This design comes from an exercise in tuning for small area, a short achievable clock period and few clock cycles per item on the open sky130 flow, not from production work. No functional check of the RTL was part of any run shown here. Power is estimated from default activity; no workload was simulated.

<file path="flow/run.sh">
#!/bin/bash
# synth_recipe.tcl (not shown) runs the flow's synth.tcl, then flattens the netlist and writes it again
# the make line also repeats each setting of config.mk as NAME=value (left out here)
make -C /OpenROAD-flow-scripts/flow DESIGN_CONFIG=/design/flow/config.mk WORK_HOME=/design/flow/orfs CLKGATE_MAP_FILE= SYNTH_SCRIPT=/design/flow/synth_recipe.tcl finish
</file>
<file path="flow/config.mk">
export PLATFORM = sky130hd
export DESIGN_NAME = qr_rs_decoder
export DESIGN_NICKNAME = qr_rs_decoder
export VERILOG_FILES = /design/flow/design.v
export SDC_FILE = /design/flow/constraint.sdc
export NUM_CORES = 8
export LEC_CHECK = 0
export CAP_MARGIN = 50
export CORE_MARGIN = 2
export CORE_UTILIZATION = 45
export PLACE_DENSITY = 0.65
export SLEW_MARGIN = 70
</file>
<file path="flow/constraint.sdc">
create_clock -name core_clock -period 12.0 [get_ports {clk}]
set_input_delay 2.4000 -clock core_clock [delete_from_list [all_inputs] [get_ports {clk}]]
set_output_delay 2.4000 -clock core_clock [all_outputs]
set_load 0.01 [all_outputs]
</file>
<file path="flow/design.v">
module qr_rs_decoder (
  input  wire         clk,
  input  wire         rst,
  input  wire         cmd_valid,
  output wire         cmd_ready,
  input  wire [7:0]   cmd_n,
  input  wire [4:0]   cmd_k,
  input  wire         in_valid,
  output wire         in_ready,
  input  wire [7:0]   in_data,
  output reg          res_valid,
  output reg  [1:0]   res_err,
  output reg  [2:0]   res_sub,
  output reg  [3:0]   res_nerr,
  output wire [119:0] res_eloc,
  output wire [119:0] res_emag
);
  localparam KMAX = 30;
  function [7:0] gf_mul(input [7:0] a, input [7:0] b);
    integer i;
    reg [7:0] p, x;
    begin
      p = 8'h00;
      x = a;
      for (i = 0; i < 8; i = i + 1) begin
        if (b[i]) p = p ^ x;
        x = {x[6:0], 1'b0} ^ (x[7] ? 8'h1D : 8'h00);
      end
      gf_mul = p;
    end
  endfunction
  function [7:0] alpha_pow(input integer e);
    integer i;
    reg [7:0] x;
    begin
      x = 8'h01;
      for (i = 0; i < e; i = i + 1)
        x = {x[6:0], 1'b0} ^ (x[7] ? 8'h1D : 8'h00);
      alpha_pow = x;
    end
  endfunction
  function [7:0] gf_inv(input [7:0] a);
    begin
      case (a)
      8'h00: gf_inv = 8'h00;
      8'h01: gf_inv = 8'h01;
      8'h02: gf_inv = 8'h8E;
      8'h03: gf_inv = 8'hF4;
      8'h04: gf_inv = 8'h47;
      8'h05: gf_inv = 8'hA7;
      8'h06: gf_inv = 8'h7A;
      8'h07: gf_inv = 8'hBA;
      8'h08: gf_inv = 8'hAD;
      8'h09: gf_inv = 8'h9D;
      8'h0A: gf_inv = 8'hDD;
      8'h0B: gf_inv = 8'h98;
      8'h0C: gf_inv = 8'h3D;
      8'h0D: gf_inv = 8'hAA;
      8'h0E: gf_inv = 8'h5D;
      8'h0F: gf_inv = 8'h96;
      8'h10: gf_inv = 8'hD8;
      8'h11: gf_inv = 8'h72;
      8'h12: gf_inv = 8'hC0;
      8'h13: gf_inv = 8'h58;
      8'h14: gf_inv = 8'hE0;
      8'h15: gf_inv = 8'h3E;
      8'h16: gf_inv = 8'h4C;
      8'h17: gf_inv = 8'h66;
      8'h18: gf_inv = 8'h90;
      8'h19: gf_inv = 8'hDE;
      8'h1A: gf_inv = 8'h55;
      8'h1B: gf_inv = 8'h80;
      8'h1C: gf_inv = 8'hA0;
      8'h1D: gf_inv = 8'h83;
      8'h1E: gf_inv = 8'h4B;
      8'h1F: gf_inv = 8'h2A;
      8'h20: gf_inv = 8'h6C;
      8'h21: gf_inv = 8'hED;
      8'h22: gf_inv = 8'h39;
      8'h23: gf_inv = 8'h51;
      8'h24: gf_inv = 8'h60;
      8'h25: gf_inv = 8'h56;
      8'h26: gf_inv = 8'h2C;
      8'h27: gf_inv = 8'h8A;
      8'h28: gf_inv = 8'h70;
      8'h29: gf_inv = 8'hD0;
      8'h2A: gf_inv = 8'h1F;
      8'h2B: gf_inv = 8'h4A;
      8'h2C: gf_inv = 8'h26;
      8'h2D: gf_inv = 8'h8B;
      8'h2E: gf_inv = 8'h33;
      8'h2F: gf_inv = 8'h6E;
      8'h30: gf_inv = 8'h48;
      8'h31: gf_inv = 8'h89;
      8'h32: gf_inv = 8'h6F;
      8'h33: gf_inv = 8'h2E;
      8'h34: gf_inv = 8'hA4;
      8'h35: gf_inv = 8'hC3;
      8'h36: gf_inv = 8'h40;
      8'h37: gf_inv = 8'h5E;
      8'h38: gf_inv = 8'h50;
      8'h39: gf_inv = 8'h22;
      8'h3A: gf_inv = 8'hCF;
      8'h3B: gf_inv = 8'hA9;
      8'h3C: gf_inv = 8'hAB;
      8'h3D: gf_inv = 8'h0C;
      8'h3E: gf_inv = 8'h15;
      8'h3F: gf_inv = 8'hE1;
      8'h40: gf_inv = 8'h36;
      8'h41: gf_inv = 8'h5F;
      8'h42: gf_inv = 8'hF8;
      8'h43: gf_inv = 8'hD5;
      8'h44: gf_inv = 8'h92;
      8'h45: gf_inv = 8'h4E;
      8'h46: gf_inv = 8'hA6;
      8'h47: gf_inv = 8'h04;
      8'h48: gf_inv = 8'h30;
      8'h49: gf_inv = 8'h88;
      8'h4A: gf_inv = 8'h2B;
      8'h4B: gf_inv = 8'h1E;
      8'h4C: gf_inv = 8'h16;
      8'h4D: gf_inv = 8'h67;
      8'h4E: gf_inv = 8'h45;
      8'h4F: gf_inv = 8'h93;
      8'h50: gf_inv = 8'h38;
      8'h51: gf_inv = 8'h23;
      8'h52: gf_inv = 8'h68;
      8'h53: gf_inv = 8'h8C;
      8'h54: gf_inv = 8'h81;
      8'h55: gf_inv = 8'h1A;
      8'h56: gf_inv = 8'h25;
      8'h57: gf_inv = 8'h61;
      8'h58: gf_inv = 8'h13;
      8'h59: gf_inv = 8'hC1;
      8'h5A: gf_inv = 8'hCB;
      8'h5B: gf_inv = 8'h63;
      8'h5C: gf_inv = 8'h97;
      8'h5D: gf_inv = 8'h0E;
      8'h5E: gf_inv = 8'h37;
      8'h5F: gf_inv = 8'h41;
      8'h60: gf_inv = 8'h24;
      8'h61: gf_inv = 8'h57;
      8'h62: gf_inv = 8'hCA;
      8'h63: gf_inv = 8'h5B;
      8'h64: gf_inv = 8'hB9;
      8'h65: gf_inv = 8'hC4;
      8'h66: gf_inv = 8'h17;
      8'h67: gf_inv = 8'h4D;
      8'h68: gf_inv = 8'h52;
      8'h69: gf_inv = 8'h8D;
      8'h6A: gf_inv = 8'hEF;
      8'h6B: gf_inv = 8'hB3;
      8'h6C: gf_inv = 8'h20;
      8'h6D: gf_inv = 8'hEC;
      8'h6E: gf_inv = 8'h2F;
      8'h6F: gf_inv = 8'h32;
      8'h70: gf_inv = 8'h28;
      8'h71: gf_inv = 8'hD1;
      8'h72: gf_inv = 8'h11;
      8'h73: gf_inv = 8'hD9;
      8'h74: gf_inv = 8'hE9;
      8'h75: gf_inv = 8'hFB;
      8'h76: gf_inv = 8'hDA;
      8'h77: gf_inv = 8'h79;
      8'h78: gf_inv = 8'hDB;
      8'h79: gf_inv = 8'h77;
      8'h7A: gf_inv = 8'h06;
      8'h7B: gf_inv = 8'hBB;
      8'h7C: gf_inv = 8'h84;
      8'h7D: gf_inv = 8'hCD;
      8'h7E: gf_inv = 8'hFE;
      8'h7F: gf_inv = 8'hFC;
      8'h80: gf_inv = 8'h1B;
      8'h81: gf_inv = 8'h54;
      8'h82: gf_inv = 8'hA1;
      8'h83: gf_inv = 8'h1D;
      8'h84: gf_inv = 8'h7C;
      8'h85: gf_inv = 8'hCC;
      8'h86: gf_inv = 8'hE4;
      8'h87: gf_inv = 8'hB0;
      8'h88: gf_inv = 8'h49;
      8'h89: gf_inv = 8'h31;
      8'h8A: gf_inv = 8'h27;
      8'h8B: gf_inv = 8'h2D;
      8'h8C: gf_inv = 8'h53;
      8'h8D: gf_inv = 8'h69;
      8'h8E: gf_inv = 8'h02;
      8'h8F: gf_inv = 8'hF5;
      8'h90: gf_inv = 8'h18;
      8'h91: gf_inv = 8'hDF;
      8'h92: gf_inv = 8'h44;
      8'h93: gf_inv = 8'h4F;
      8'h94: gf_inv = 8'h9B;
      8'h95: gf_inv = 8'hBC;
      8'h96: gf_inv = 8'h0F;
      8'h97: gf_inv = 8'h5C;
      8'h98: gf_inv = 8'h0B;
      8'h99: gf_inv = 8'hDC;
      8'h9A: gf_inv = 8'hBD;
      8'h9B: gf_inv = 8'h94;
      8'h9C: gf_inv = 8'hAC;
      8'h9D: gf_inv = 8'h09;
      8'h9E: gf_inv = 8'hC7;
      8'h9F: gf_inv = 8'hA2;
      8'hA0: gf_inv = 8'h1C;
      8'hA1: gf_inv = 8'h82;
      8'hA2: gf_inv = 8'h9F;
      8'hA3: gf_inv = 8'hC6;
      8'hA4: gf_inv = 8'h34;
      8'hA5: gf_inv = 8'hC2;
      8'hA6: gf_inv = 8'h46;
      8'hA7: gf_inv = 8'h05;
      8'hA8: gf_inv = 8'hCE;
      8'hA9: gf_inv = 8'h3B;
      8'hAA: gf_inv = 8'h0D;
      8'hAB: gf_inv = 8'h3C;
      8'hAC: gf_inv = 8'h9C;
      8'hAD: gf_inv = 8'h08;
      8'hAE: gf_inv = 8'hBE;
      8'hAF: gf_inv = 8'hB7;
      8'hB0: gf_inv = 8'h87;
      8'hB1: gf_inv = 8'hE5;
      8'hB2: gf_inv = 8'hEE;
      8'hB3: gf_inv = 8'h6B;
      8'hB4: gf_inv = 8'hEB;
      8'hB5: gf_inv = 8'hF2;
      8'hB6: gf_inv = 8'hBF;
      8'hB7: gf_inv = 8'hAF;
      8'hB8: gf_inv = 8'hC5;
      8'hB9: gf_inv = 8'h64;
      8'hBA: gf_inv = 8'h07;
      8'hBB: gf_inv = 8'h7B;
      8'hBC: gf_inv = 8'h95;
      8'hBD: gf_inv = 8'h9A;
      8'hBE: gf_inv = 8'hAE;
      8'hBF: gf_inv = 8'hB6;
      8'hC0: gf_inv = 8'h12;
      8'hC1: gf_inv = 8'h59;
      8'hC2: gf_inv = 8'hA5;
      8'hC3: gf_inv = 8'h35;
      8'hC4: gf_inv = 8'h65;
      8'hC5: gf_inv = 8'hB8;
      8'hC6: gf_inv = 8'hA3;
      8'hC7: gf_inv = 8'h9E;
      8'hC8: gf_inv = 8'hD2;
      8'hC9: gf_inv = 8'hF7;
      8'hCA: gf_inv = 8'h62;
      8'hCB: gf_inv = 8'h5A;
      8'hCC: gf_inv = 8'h85;
      8'hCD: gf_inv = 8'h7D;
      8'hCE: gf_inv = 8'hA8;
      8'hCF: gf_inv = 8'h3A;
      8'hD0: gf_inv = 8'h29;
      8'hD1: gf_inv = 8'h71;
      8'hD2: gf_inv = 8'hC8;
      8'hD3: gf_inv = 8'hF6;
      8'hD4: gf_inv = 8'hF9;
      8'hD5: gf_inv = 8'h43;
      8'hD6: gf_inv = 8'hD7;
      8'hD7: gf_inv = 8'hD6;
      8'hD8: gf_inv = 8'h10;
      8'hD9: gf_inv = 8'h73;
      8'hDA: gf_inv = 8'h76;
      8'hDB: gf_inv = 8'h78;
      8'hDC: gf_inv = 8'h99;
      8'hDD: gf_inv = 8'h0A;
      8'hDE: gf_inv = 8'h19;
      8'hDF: gf_inv = 8'h91;
      8'hE0: gf_inv = 8'h14;
      8'hE1: gf_inv = 8'h3F;
      8'hE2: gf_inv = 8'hE6;
      8'hE3: gf_inv = 8'hF0;
      8'hE4: gf_inv = 8'h86;
      8'hE5: gf_inv = 8'hB1;
      8'hE6: gf_inv = 8'hE2;
      8'hE7: gf_inv = 8'hF1;
      8'hE8: gf_inv = 8'hFA;
      8'hE9: gf_inv = 8'h74;
      8'hEA: gf_inv = 8'hF3;
      8'hEB: gf_inv = 8'hB4;
      8'hEC: gf_inv = 8'h6D;
      8'hED: gf_inv = 8'h21;
      8'hEE: gf_inv = 8'hB2;
      8'hEF: gf_inv = 8'h6A;
      8'hF0: gf_inv = 8'hE3;
      8'hF1: gf_inv = 8'hE7;
      8'hF2: gf_inv = 8'hB5;
      8'hF3: gf_inv = 8'hEA;
      8'hF4: gf_inv = 8'h03;
      8'hF5: gf_inv = 8'h8F;
      8'hF6: gf_inv = 8'hD3;
      8'hF7: gf_inv = 8'hC9;
      8'hF8: gf_inv = 8'h42;
      8'hF9: gf_inv = 8'hD4;
      8'hFA: gf_inv = 8'hE8;
      8'hFB: gf_inv = 8'h75;
      8'hFC: gf_inv = 8'h7F;
      8'hFD: gf_inv = 8'hFF;
      8'hFE: gf_inv = 8'h7E;
      8'hFF: gf_inv = 8'hFD;
        default: gf_inv = 8'h00;
      endcase
    end
  endfunction
  function [63:0] gf_expand(input [7:0] a);
    integer m;
    reg [7:0] x;
    begin
      x = a;
      for (m = 0; m < 8; m = m + 1) begin
        gf_expand[8*m +: 8] = x;
        x = {x[6:0], 1'b0} ^ (x[7] ? 8'h1D : 8'h00);
      end
    end
  endfunction
  function [7:0] gf_mulx(input [63:0] ae, input [7:0] b);
    integer m;
    begin
      gf_mulx = 8'h00;
      for (m = 0; m < 8; m = m + 1)
        if (b[m]) gf_mulx = gf_mulx ^ ae[8*m +: 8];
    end
  endfunction
  integer i, j;
  reg       cr;
  reg       pv;
  reg [7:0] pn;
  reg [4:0] pk;
  assign cmd_ready = cr;
  wire cmd_acc = cmd_valid & cr;
  wire p_param = (pn == 8'd0) || ({3'b000, pk} > pn) || (pk > KMAX);
  reg       ir;
  reg       av, aparam, afirst, alast;
  reg [7:0] an, arem;
  reg [4:0] ak;
  assign in_ready = ir;
  wire in_acc = in_valid & ir;
  reg       dv, dfirst, dlast;
  reg [7:0] dd, dn;
  reg [4:0] dk;
  reg [7:0] syn [0:KMAX-1];
  reg       s1_full, s1_param;
  reg [7:0] s1_n;
  reg [4:0] s1_k;
  localparam [2:0] E_IDLE = 3'd0, E_TA = 3'd1, E_TB = 3'd2, E_DIV = 3'd3, E_END = 3'd4, E_T0 = 3'd5;
  localparam [2:0] K_CHIEN = 3'd0, K_PARAM = 3'd1, K_SYNZ = 3'd2, K_SUB3 = 3'd3, K_SUB5 = 3'd4;
  reg [2:0]  es;
  reg [7:0]  R [0:KMAX];
  reg [7:0]  Q [0:KMAX];
  reg [7:0]  U [0:15];
  reg [7:0]  V [0:15];
  reg [4:0]  p;          
  reg [30:0] ph;         
  reg [4:0]  d, z;
  reg [63:0] sce;        
  reg        first, looped;
  reg        c_idle, c_swap, c_norm, c_scale, c_shift;
  reg [7:0]  linv, rpq, qpq, sct;
  reg        ph2;        
  reg [7:0]  n2;
  reg [4:0]  k2;
  reg [2:0]  kind2;
  localparam [1:0] C_IDLE = 2'd0, C_RUN = 2'd1, C_FL1 = 2'd2, C_FL2 = 2'd3;
  reg [1:0] cs;
  reg [7:0] sg [0:15];
  reg [7:0] om [0:14];
  reg [7:0] pos;
  reg [3:0] degs;
  reg [4:0] rcnt;
  reg       den0;
  reg       a3v, a3root;
  reg [7:0] a3so, a3wo, a3pos;
  reg       b3v;
  reg [3:0] b3idx;
  reg [7:0] b3inv, b3wo;
  reg [7:0] eloc [0:14];
  reg [7:0] emag [0:14];
  genvar g;
  generate
    for (g = 0; g < 15; g = g + 1) begin : g_out
      assign res_eloc[8*g +: 8] = eloc[g];
      assign res_emag[8*g +: 8] = emag[g];
    end
  endgenerate
  wire s3_idle   = (cs == C_IDLE);
  wire s2_take   = (es == E_IDLE) & s1_full;
  wire s3_take   = (es == E_END) & s3_idle;
  wire s2_idle_n = ((es == E_IDLE) & !s1_full) | s3_take;
  wire a_param_go  = av & aparam & !s1_full & !dv;
  wire a_byte_done = in_acc & alast;
  wire a_free      = !av | a_byte_done | a_param_go;
  wire a_take      = a_free & pv;
  wire av_n        = a_take | (av & !a_free);
  wire aparam_n    = a_take ? p_param : aparam;
  wire afirst_n    = a_take | (afirst & !in_acc);
  always @(posedge clk) begin
    if (rst) begin
      cr <= 1'b1;
      pv <= 1'b0;
      av <= 1'b0;
      ir <= 1'b0;
      dv <= 1'b0;
    end else begin
      pv <= cmd_acc | (pv & !a_take);
      cr <= !(cmd_acc | (pv & !a_take));
      if (a_take)      av <= 1'b1;
      else if (a_free) av <= 1'b0;
      ir <= av_n & !aparam_n & (!afirst_n | s2_idle_n);
      dv <= in_acc;
    end
  end
  always @(posedge clk) begin
    if (cr) begin
      pn <= cmd_n;
      pk <= cmd_k;
    end
    if (a_take) begin
      an     <= pn;
      ak     <= pk;
      aparam <= p_param;
      arem   <= pn;
      afirst <= 1'b1;
      alast  <= (pn == 8'd1);
    end else if (in_acc) begin
      arem   <= arem - 8'd1;
      afirst <= 1'b0;
      alast  <= (arem == 8'd2);
    end
    dd     <= in_data;
    dfirst <= afirst;
    dlast  <= alast;
    dn     <= an;
    dk     <= ak;
  end
  always @(posedge clk) begin
    if (dv)
      for (i = 0; i < KMAX; i = i + 1)
        syn[i] <= (gf_mul(syn[i], alpha_pow(i)) & {8{!dfirst}}) ^ dd;
  end
  always @(posedge clk) begin
    if (rst) begin
      s1_full <= 1'b0;
    end else begin
      if (s2_take) s1_full <= 1'b0;
      if (dv && dlast) s1_full <= 1'b1;
      if (a_param_go)  s1_full <= 1'b1;
    end
  end
  always @(posedge clk) begin
    if (dv && dlast) begin
      s1_param <= 1'b0;
      s1_n     <= dn;
      s1_k     <= dk;
    end
    if (a_param_go) s1_param <= 1'b1;
  end
  wire [30:0] phm = ph >> 1;
  reg  [7:0]  ra, rb, qb;
  always @* begin
    ra = 8'h00;
    rb = 8'h00;
    qb = 8'h00;
    for (j = 0; j <= KMAX; j = j + 1) begin
      ra = ra | (R[j] & {8{ph[j]}});
      rb = rb | (R[j] & {8{phm[j]}});
      qb = qb | (Q[j] & {8{phm[j]}});
    end
  end
  wire [4:0] hk = (k2 + 5'd1) >> 1;       
  reg        anynz, hi;
  always @* begin
    anynz = 1'b0;
    hi    = 1'b0;
    for (j = 0; j <= KMAX; j = j + 1) begin
      if (R[j] != 8'h00) begin
        anynz = 1'b1;
        if (j >= hk) hi = 1'b1;
      end
    end
  end
  reg  [7:0] pm [0:23];
  always @* begin
    for (j = 0; j < 24; j = j + 1)
      pm[j] = gf_mulx(sce, !ph2 ? Q[j] : (j < 7) ? Q[24+j] : (j < 23) ? V[j-7] : 8'h00);
  end
  wire [7:0] sc_next  = rpq ^ gf_mulx(sce, qpq);
  wire [7:0] rpq_next = rb ^ gf_mulx(sce, qb);
  wire ta_go = hi && (looped || anynz);
  always @(posedge clk) ph2 <= (es == E_DIV) & !ph2;
  always @(posedge clk) begin
    if (rst) begin
      es     <= E_IDLE;
      c_idle <= 1'b1;
      c_swap <= 1'b0;
      c_norm <= 1'b0;
    end else begin
      case (es)
        E_IDLE: if (s1_full) es <= s1_param ? E_END : E_T0;
        E_T0:   es <= E_TA;
        E_TA:   es <= E_TB;
        E_TB:   es <= c_swap ? E_DIV : c_norm ? E_T0 : E_END;
        E_DIV:  if (d == 5'd0 && ph2) es <= E_TA;
        E_END:  if (s3_idle) es <= E_IDLE;
        default: es <= E_IDLE;
      endcase
      c_idle <= (es == E_IDLE) ? !s1_full : (es == E_END && s3_idle);
      c_swap <= (es == E_TA) && ta_go && (sct != 8'h00);
      c_norm <= (es == E_TA) && ta_go && (sct == 8'h00);
    end
  end
  always @(posedge clk) begin
    c_scale <= c_swap;
    c_shift <= (es == E_DIV) && !ph2 && (d != 5'd0);
    for (j = 0; j <= KMAX; j = j + 1)
      R[j] <= c_idle ? ((j < KMAX && j < s1_k) ? syn[j] : 8'h00) :
              c_swap ? Q[j] :
              c_norm ? ((j > 0) ? R[j-1] : 8'h00) :
              (j < 24) ? (ph2 ? R[j] : R[j] ^ pm[j]) :
                         (ph2 ? R[j] ^ pm[j-24] : R[j]);
    for (j = 0; j < 16; j = j + 1)
      U[j] <= c_idle ? ((j == 0) ? 8'h01 : 8'h00) :
              c_swap ? V[j] :
              c_norm ? ((j > 0) ? U[j-1] : 8'h00) :
              ph2 ? U[j] ^ pm[j+7] : U[j];
    if (c_idle) begin
      for (j = 0; j <= KMAX; j = j + 1) Q[j] <= (j == s1_k) ? 8'h01 : 8'h00;
      for (j = 0; j < 16; j = j + 1)    V[j] <= 8'h00;
    end else if (c_swap) begin
      for (j = 0; j <= KMAX; j = j + 1) Q[j] <= (j > 0) ? R[j-1] : 8'h00;
      for (j = 0; j < 16; j = j + 1)    V[j] <= (j > 0) ? U[j-1] : 8'h00;
    end else if (c_scale) begin
      for (j = 0; j < 24; j = j + 1) Q[j] <= pm[j];
    end else if (c_shift) begin
      for (j = 0; j <= KMAX; j = j + 1)
        Q[j] <= (j >= KMAX) ? 8'h00 : (j + 1 < 24 || !first) ? Q[j+1] : pm[j+1-24];
      for (j = 0; j < 16; j = j + 1)
        V[j] <= (j == 15) ? 8'h00 : first ? pm[j+8] : V[j+1];
    end
    case (es)
      E_IDLE: begin
        n2     <= s1_n;
        k2     <= s1_k;
        kind2  <= K_PARAM;
        p      <= s1_k - 5'd1;
        for (j = 0; j <= KMAX; j = j + 1) ph[j] <= (j + 1 == s1_k);
        z      <= 5'd0;
        looped <= 1'b0;
        sce    <= 64'd0;
        qpq    <= 8'h00;
      end
      E_T0: begin
        sct <= ra;
        rpq <= rb;
      end
      E_TA: begin
        kind2 <= (!looped && !anynz) ? K_SYNZ : !looped ? K_SUB5 : (U[0] == 8'h00) ? K_SUB3 : K_CHIEN;
        linv  <= gf_inv(sct);
      end
      E_TB: begin
        if (c_norm) z <= z + 5'd1;
        if (c_swap) begin
          sce    <= gf_expand(linv);
          rpq    <= qpq;      
          qpq    <= rpq;      
          d      <= z + 5'd1;
          z      <= 5'd0;
          first  <= 1'b1;
          looped <= 1'b1;
        end
      end
      E_DIV: begin
        if (!ph2) begin
          sct <= sc_next;
          rpq <= rpq_next;
          if (first) qpq <= gf_mulx(sce, qpq);
        end else begin
          first <= 1'b0;
          sce   <= (d != 5'd0) ? gf_expand(sct) : 64'd0;
          d     <= d - 5'd1;
          if (d != 5'd0) begin
            p  <= p - 5'd1;
            ph <= ph >> 1;
          end
        end
      end
      default: ;
    endcase
  end
  reg [7:0] ssum, sodd, wsum;
  always @* begin
    ssum = 8'h00;
    sodd = 8'h00;
    wsum = 8'h00;
    for (j = 0; j < 16; j = j + 1) begin
      ssum = ssum ^ sg[j];
      if (j % 2 == 1) sodd = sodd ^ sg[j];
    end
    for (j = 0; j < 15; j = j + 1) wsum = wsum ^ om[j];
  end
  wire b3_go = a3v && a3root && rcnt != {1'b0, degs};
  always @(posedge clk) begin
    if (rst) begin
      cs        <= C_IDLE;
      res_valid <= 1'b0;
      a3v       <= 1'b0;
      b3v       <= 1'b0;
    end else begin
      res_valid <= (cs == C_IDLE && s3_take && kind2 != K_CHIEN) || cs == C_FL2;
      a3v       <= (cs == C_RUN);
      b3v       <= b3_go;
      case (cs)
        C_IDLE: if (s3_take && kind2 == K_CHIEN) cs <= C_RUN;
        C_RUN:  if (pos == 8'd0 || rcnt == {1'b0, degs}) cs <= C_FL1;
        C_FL1:  cs <= C_FL2;
        C_FL2:  cs <= C_IDLE;
      endcase
    end
  end
  always @(posedge clk) begin
    case (cs)
      C_IDLE: begin
        for (j = 0; j < 16; j = j + 1) sg[j] <= U[j];
        for (j = 0; j < 15; j = j + 1) om[j] <= R[j];
        pos      <= n2 - 8'd1;
        degs     <= k2[3:0] - p[3:0] - 4'd1;
        rcnt     <= 5'd0;
        den0     <= 1'b0;
        res_nerr <= 4'd0;
        case (kind2)
          K_PARAM: begin res_err <= 2'd1; res_sub <= 3'd1; end
          K_SUB3:  begin res_err <= 2'd2; res_sub <= 3'd3; end
          K_SUB5:  begin res_err <= 2'd2; res_sub <= 3'd5; end
          default: begin res_err <= 2'd0; res_sub <= 3'd0; end
        endcase
      end
      C_RUN: begin
        for (j = 0; j < 16; j = j + 1) sg[j] <= gf_mul(sg[j], alpha_pow((255 - j) % 255));
        for (j = 0; j < 15; j = j + 1) om[j] <= gf_mul(om[j], alpha_pow((255 - j) % 255));
        pos <= pos - 8'd1;
      end
      C_FL2: begin
        res_nerr <= rcnt[3:0];
        if (rcnt != {1'b0, degs}) begin
          res_err <= 2'd2;
          res_sub <= 3'd4;
        end else if (den0) begin
          res_err <= 2'd2;
          res_sub <= 3'd6;
        end else begin
          res_err <= 2'd0;
          res_sub <= 3'd0;
        end
      end
      default: ;
    endcase
    a3root <= (ssum == 8'h00);
    a3so   <= sodd;
    a3wo   <= wsum;
    a3pos  <= pos;
    if (b3_go) begin
      eloc[rcnt[3:0]] <= a3pos;
      rcnt  <= rcnt + 5'd1;
      if (a3so == 8'h00) den0 <= 1'b1;
    end
    b3idx <= rcnt[3:0];
    b3inv <= gf_inv(a3so);
    b3wo  <= a3wo;
    if (b3v) emag[b3idx] <= gf_mul(b3wo, b3inv);
  end
endmodule
</file>
==> impl_metrics.tcl, run 1 <==
set metrics [dict create \
    synth-edff-count 1414 \
    final_nets 13900 \
    p_per_area_mw_per_mm2 177 \
    die_x_um 535 \
    cts_buffers 204 \
    synth_seq_area_share_pct 39.1 \
    drt-pass1-iter-count 11 \
    fin_worst_skew_ns 0.0925 \
    die_area_mm2 0.286 \
    post-dp-hpwl_mm 469 \
    rows 194 \
    async_reset_ff_share_pct 0 \
    drive_gt1_share_pct 16.6 \
    rsz0062_at_grt "false" \
    worst_pin_slew_ns 0.548 \
    leakage_uw 0.0530 \
    drt_iter0_drc 20400 \
    hold_violations 0 \
    cp_cell_sequence "clkdlybuf4s50_1" \
    syn_inst 13400 \
    final_core_util_pct 54.1 \
    core_mm2 0.280 \
    vdd_drop_max_mv 0.580 \
    detail-route-antenna-nets 0 \
    place_inst 17300 \
    wl_met1_mm 224 \
    drv_slew 0 \
    holdBufCountCts 0 \
    syn_to_final_growth_pct 19.3 \
    path_buf_inv 1 \
    cts_tree "built" \
    crit_type "reg -> out" \
    fin_cells 17800 \
    timing.slew.headroom_pct 63.5 \
    maxCapViolCount 0 \
    post_cts_resized 0 \
    wl_met2_mm 261 \
    finalSetupViolCount 0 \
    routedWlPerCell_um 35.9 \
    route.detailed.drc 0 \
    max_stage_delay_ns 0.61 \
    start_util_pct 45.3 \
    cts_max_path_buffers 4 \
    place.gp.congestion 1.10 \
    yosysUniqueCellTypes 82 \
    crit_required_ns 9.60 \
    antenna_found_initial 85 \
    fmax_ghz 0.224 \
    vias_per_cell 6.59 \
    cp_max_fo 15 \
    cpLargestDelayFamily "buffers and inverters" \
    ys_ff_latch 1770 \
    syn-cell-area_mm2 0.127 \
    htreeDepth 4 \
    crit_slowest_cell "clkdlybuf4s50_1" \
    ys.flop_type "edfxtp_1" \
    cts.sinks 1770 \
    ys_warn_count 9 \
    final.min_clock_period_ns 4.47 \
    postCtsSetupBuffers 0 \
    top_layer "met5" \
    status "finished clean" \
    io_pins 277 \
    cp-start-kind "flop" \
    post-route-period-util_pct 37.3 \
    finalPower_uw 26800 \
    grt_first_pass_wirelength_mm 871 \
    path_clk_slew_ns 0.06 \
    tns_ns 0 \
    clock_latency_ns 0.96 \
    wirelength_mm 638 \
    gr-usage-all-layers_pct 43.1 \
    grt_pass1_vias 106000 \
    syn_nets 13500 \
    endpoint_kind "output port" \
    cts-root-buf "clkbuf_16" \
    multi_input_comb_area_mm2 0.0762 \
    fillerInstances 24600 \
    grt_max_degree 75 \
    gr-total-overflow 0 \
    wl_met3_mm 90.3 \
    vias 117000 \
    die_h_um 535 \
    crit_arrival_ns 2.07 \
    hp-class "reg -> reg" \
    seq_area_mm2 0.0497 \
    avgSynthCellArea_um2 9.47 \
    io_buffers 276 \
]
## where the power goes
| group | leakage, uW | switching (uW) | internal, uW |
|---|---|---|---|
| logic | 0.0317 | 6720 | 4230 |
| clock network | 0.00326 | 2840 | 3610 |
| registers | 0.0180 | 1070 | 8370 |
| total | 0.0530 | 10600 | 16200 |
## synth_stat cells (20+ instances only)
master | instances | area, um2
nor3_1 | 71 | 355
xnor3_1 | 232 | 5230
xor2_1 | 820 | 7180
a22o_1 | 269 | 2360
o22ai_1 | 165 | 1030
nand2b_1 | 87 | 544
nor4_1 | 79 | 494
mux2i_1 | 155 | 1550
clkbuf_1 | 838 | 3150
or3_1 | 20 | 125
nor2_1 | 879 | 3300
nand3_1 | 85 | 425
a221oi_1 | 66 | 578
inv_1 | 289 | 1080
nor2b_1 | 25 | 156
edfxtp_1 | 1414 | 42500
xnor2_1 | 2198 | 19300
nand4_1 | 86 | 538
a31oi_1 | 60 | 375
a22oi_1 | 259 | 1940
dfxtp_1 | 356 | 7130
a21oi_1 | 611 | 3060
buf_1 | 168 | 631
o31ai_1 | 27 | 203
ha_1 | 55 | 688
a211oi_1 | 333 | 2500
o211ai_1 | 43 | 323
o21ai_0 | 533 | 2670
mux2_2 | 348 | 3920
a21boi_0 | 36 | 270
nand2_1 | 2306 | 8660
a222oi_1 | 232 | 2320
## cells in the final DEF, fill, tap and decap left out, drive strengths merged, types with 50 or more instances in the layout
cell	n
a211oi	333
a21oi	611
a221oi	66
a222oi	232
a22o	269
a22oi	259
a31oi	60
buf	950
clkbuf	290
clkdlybuf4s50	276
clkinv	73
dfxtp	356
diode	50
edfxtp	1414
ha	55
inv	298
mux2	348
mux2i	155
nand2	2308
nand2b	87
nand3	85
nand4	86
nor2	879
nor3	72
nor4	81
o21ai	535
o22ai	165
xnor2	2199
xnor3	232
xor2	821
## path summary, 6_finish.rpt
path	start	end	slack [ns]	depth (start not counted)
worst max register to register	ph[15]	rpq[7]	8.11	9
worst min register to register	a3wo[7]	b3wo[7]	0.32	0
worst min-delay path	a3wo[7]	b3wo[7]	0.32	0
worst max-delay path	cr	cmd_ready	7.53	1
## logic make-up (layout without fill, tap and decap cells)
group / after synthesis / in the layout / synth area share, %
xor+xnor: 3256 / 3256 / 25.0
fa+ha+maj: 56 / 56 / 0.558
simple gates: 3727 / 3727 / 12.0
other cells: 0 / 50 / 0
compound gates: 2739 / 2739 / 14.6
flops: 1770 / 1770 / 39.1
mux: 521 / 521 / 4.63
buf+inv: 1338 / 1924 / 4.06
## sequential cells by signal, indices dropped and copies added (netlist names), 29 cells and up
name,count
U,128
R,248
om,120
sg,128
eloc,120
Q,248
ph,31
sce,29
emag,120
syn,240
V,128
## layer usage
metal | vias to the layer above | track usage, %
met5 | - | 0
met4 | 44 | 33.6
met3 | 2605 | 15.6
met2 | 9635 | 61.3
met1 | 56700 | 52.7
li1 | 48100 | -
## through the flow
stage / setup slack [ns] / cell area (um2) / hold WS [ns]
3_5_place_dp: 7.55 / 143000 / 0.314
3_3_place_gp: 7.55 / 133000 / 0.310
2_1_floorplan: 4.15 / 127000 / 0.310
4_1_cts: 7.51 / 149000 / 0.321
6_report: 7.53 / 151000 / 0.324
5_1_grt: 7.49 / 151000 / 0.329
## layout make-up
cell class	instances	area share (%)
multi-input cells	10300	50.3
repair buffers	1254	8.49
inverters	292	0.732
clock buffers	273	3.76
clock inverters	105	0.665
flip-flops and latches	1770	32.9
well taps	3724	3.08
diodes	50	0.0827
==> run 2, diff against run 1 <==
--- a/flow/config.mk
+++ b/flow/config.mk
@@ -8,5 +8,5 @@
 export CAP_MARGIN = 50
 export CORE_MARGIN = 2
-export CORE_UTILIZATION = 45
-export PLACE_DENSITY = 0.65
+export CORE_UTILIZATION = 55
+export PLACE_DENSITY = 0.72
 export SLEW_MARGIN = 70
==> impl_metrics.tcl, run 2 <==
set metrics [dict create \
    fin_ws_ns 7.57 \
    postCtsSetupBuffers 0 \
    detail-route-antenna-nets 0 \
    core_mm2 0.230 \
    synth-xor-area-share_pct 25.0 \
    start_util_pct 55.3 \
    final_nets 13900 \
    final_common_cell "nand2_1" \
    io_pins 277 \
    timing.slew.headroom_pct 64.4 \
    cts_tree "built" \
    crit_arrival_ns 2.03 \
    rr_worst_depth 13 \
    reg2reg_setup_slack_ns 7.97 \
    vias 122000 \
    hold_violations 0 \
    fin_cells 17100 \
    post-dp-hpwl_mm 469 \
    fin_worst_skew_ns 0.0907 \
    muxShareOfSynthArea_pct 4.63 \
    final_core_util_pct 65.9 \
    hp-class "reg -> reg" \
    synth-simple-area-share_pct 12.0 \
    crit_slowest_cell "clkdlybuf4s50_1" \
    die_h_um 484 \
    syn_nets 13500 \
    crit_required_ns 9.60 \
    cts.sinks 1770 \
    cpLargestDelayFamily "buffers and inverters" \
    holdBufCountCts 0 \
    yosysMostFrequentCell "nand2_1" \
    synth_compound_area_share_pct 14.6 \
    synth_top_area_share_pct 33.5 \
    io_buffers 276 \
    synth.area.top_cells "edfxtp_1 33%, xnor2_1 15%, nand2_1 6.8%" \
    layout_common_cells "2,296 x nand2_1, 1,845 x xnor2_1, 1,414 x edfxtp_1, 815 x nor2_1, 809 x xor2_1" \
    antenna_found_initial 82 \
    ys_ff_latch 1770 \
    cp-start-kind "flop" \
    p_sw_uw 11000 \
    syn_to_final_growth_pct 19.2 \
    max_stage_delay_ns 0.61 \
    endpoint_kind "output port" \
    htreeDepth 4 \
    clock_latency_ns 0.96 \
    p_comb_share_pct 42.3 \
    routedWlPerCell_um 37.8 \
    status "finished clean" \
    ys.flop_type "edfxtp_1" \
    route.detailed.drc 0 \
    fmax_ghz 0.226 \
    drt_iter0_drc 23900 \
    sw_frac_of_total_pct 39.8 \
    drt-pass1-iter-count 14 \
    syn_inst 13400 \
    path_clk_slew_ns 0.06 \
    rsz0062_at_grt "false" \
    drv_slew 0 \
    tns_ns 0 \
    ys_warn_count 9 \
    place_inst 16600 \
    yosysTopAreaCell "edfxtp_1" \
    cp_cell_sequence "clkdlybuf4s50_1" \
    place.gp.congestion 1.12 \
    wirelength_mm 646 \
    path_buf_inv 1 \
    yosys-top-cells-count "2,306 x nand2_1, 2,198 x xnor2_1, 1,414 x edfxtp_1, 879 x nor2_1, 838 x clkbuf_1" \
    synthAdderAreaFrac_pct 0.558 \
    cts-root-buf "clkbuf_16" \
    die_area_mm2 0.235 \
    fillerInstances 17500 \
    gr-usage-all-layers_pct 53.1 \
    leakage_uw 0.0534 \
    p_seq_share_pct 34.1 \
    reg.largest.list "Q (248), R (248), syn (240)" \
    maxCapViolCount 0 \
    cp_max_fo 15 \
    synth-edff-count 1414 \
    final.min_clock_period_ns 4.43 \
    r2r-start "ph2" \
    clock_power_share_pct 23.7 \
    internal-power_uw 16600 \
    rows 176 \
    crit_type "reg -> out" \
    gr-total-overflow 0 \
    synth_seq_area_share_pct 39.1 \
    vdd_drop_max_mv 0.328 \
    p_per_area_mw_per_mm2 183 \
    avgSynthCellArea_um2 9.47 \
    finalSetupViolCount 0 \
    finalPower_uw 27600 \
    cp-startpoint "cr" \
    crit_end "cmd_ready" \
    async_reset_ff_share_pct 0 \
    grt_first_pass_wirelength_mm 882 \
    die_x_um 484 \
    synth_top_family_by_area "XOR/XNOR gates" \
    syn-cell-area_mm2 0.127 \
    grt_pass1_vias 112000 \
    cp_num_cells 1 \
    post_cts_resized 0 \
    vias_per_cell 7.13 \
    worst_pin_slew_ns 0.534 \
    cts_buffers 194 \
    grt_max_degree 81 \
    yosysUniqueCellTypes 82 \
    worst_r2r_endpoint "R[15][3]" \
    post-route-period-util_pct 36.9 \
    cts_max_path_buffers 3 \
    drive_gt1_share_pct 16.6 \
    post-place-ws_ns 7.64 \
]
run 2: cell counts after synthesis:
No cell type changed its count.
run 2: power by group through the flow:
stage	registers, uW	clock network (uW)	logic (uW)
final	9420	6550	11700
after global routing	9460	6730	12100
after CTS	9360	6500	11100
after detailed placement	9480	0	11000
after global placement	9680	0	9160
after floorplan	8990	0	6220
run 2: worst min-delay path by stage:
stage                        from  endpoint  slack, ns  depth (start not counted)
after detailed placement  a3wo[2]   b3wo[2]       0.31                          0
final                     a3wo[5]   b3wo[5]       0.32                          0
after global placement    a3wo[4]   b3wo[4]       0.31                          0
after global routing      a3wo[5]   b3wo[5]       0.33                          0
after floorplan           a3wo[0]   b3wo[0]       0.31                          0
after CTS                 a3wo[5]   b3wo[5]       0.33                          0
run 2: stage by stage:
step | hold WS (ns) | instance area, um2
floorplan | 0.310 | 127000
global placement | 0.310 | 133000
detailed placement | 0.312 | 142000
CTS | 0.327 | 149000
global route | 0.329 | 151000
finish | 0.325 | 151000
run 2: routing by layer:
layer  share of wire, %  up-vias  global-route usage (%)
li1                   -    48100                       -
met1                 33    58400                    63.4
met2                 39    11800                    72.9
met3                 17     3499                    24.1
met4                 10       50                    43.3
met5              0.067        -                   0.612
run 2: cells by family (layout without fill, tap and decap cells):
logic type,after synthesis,after routing
other,0,72
adder cells (fa/ha/maj),56,56
AND/OR/NAND/NOR,3727,3727
XOR/XNOR,3256,3256
buffers and inverters,1338,1915
multiplexers,521,521
AO/OA/AOI/OAI,2739,2739
flip-flops,1770,1770
run 2: area by class of cell:
| class | count | area, um2 | area share, % |
|---|---|---|---|
| multi-input combinational | 10300 | 76500 | 50.6 |
| sequential | 1770 | 49700 | 32.9 |
| timing repair buffer | 1256 | 13100 | 8.66 |
| clock buffer | 244 | 5390 | 3.56 |
| tap | 3026 | 3790 | 2.50 |
| clock inverter | 123 | 1530 | 1.01 |
| inverter | 292 | 1100 | 0.730 |
| antenna | 72 | 180 | 0.119 |

## port drivers added, routing unchanged
The results above use ideal ports. As a check the final layouts listed here were re-extracted and re-timed, cells and wires unchanged. Step 1: set_driving_cell puts a clkbuf_16 on clk and a buf_2 on each other input, an assumption about the parent block. Step 2 also shifts input and output timing later by t, the mid clock arrival at the registers, as if the neighbouring blocks saw the same clock. Slacks: no drivers / after step 1 / after step 2; pairs: no drivers / after step 1.
| run | t, ns | slack for setup (ns) | worst hold slack (ns) | clock arrival spread, ns | pins driven straight from the clock port |
|---|---|---|---|---|---|
| run 1 | 1.028 | 7.527 / 7.419 / 7.544 | 0.324 / 0.324 / 0.324 | 0.093 / 0.093 | 1 |
| run 2 | 1.019 | 7.570 / 7.460 / 7.645 | 0.325 / 0.325 / 0.325 | 0.091 / 0.091 | 1 |
After both steps every run listed still meets setup and hold.
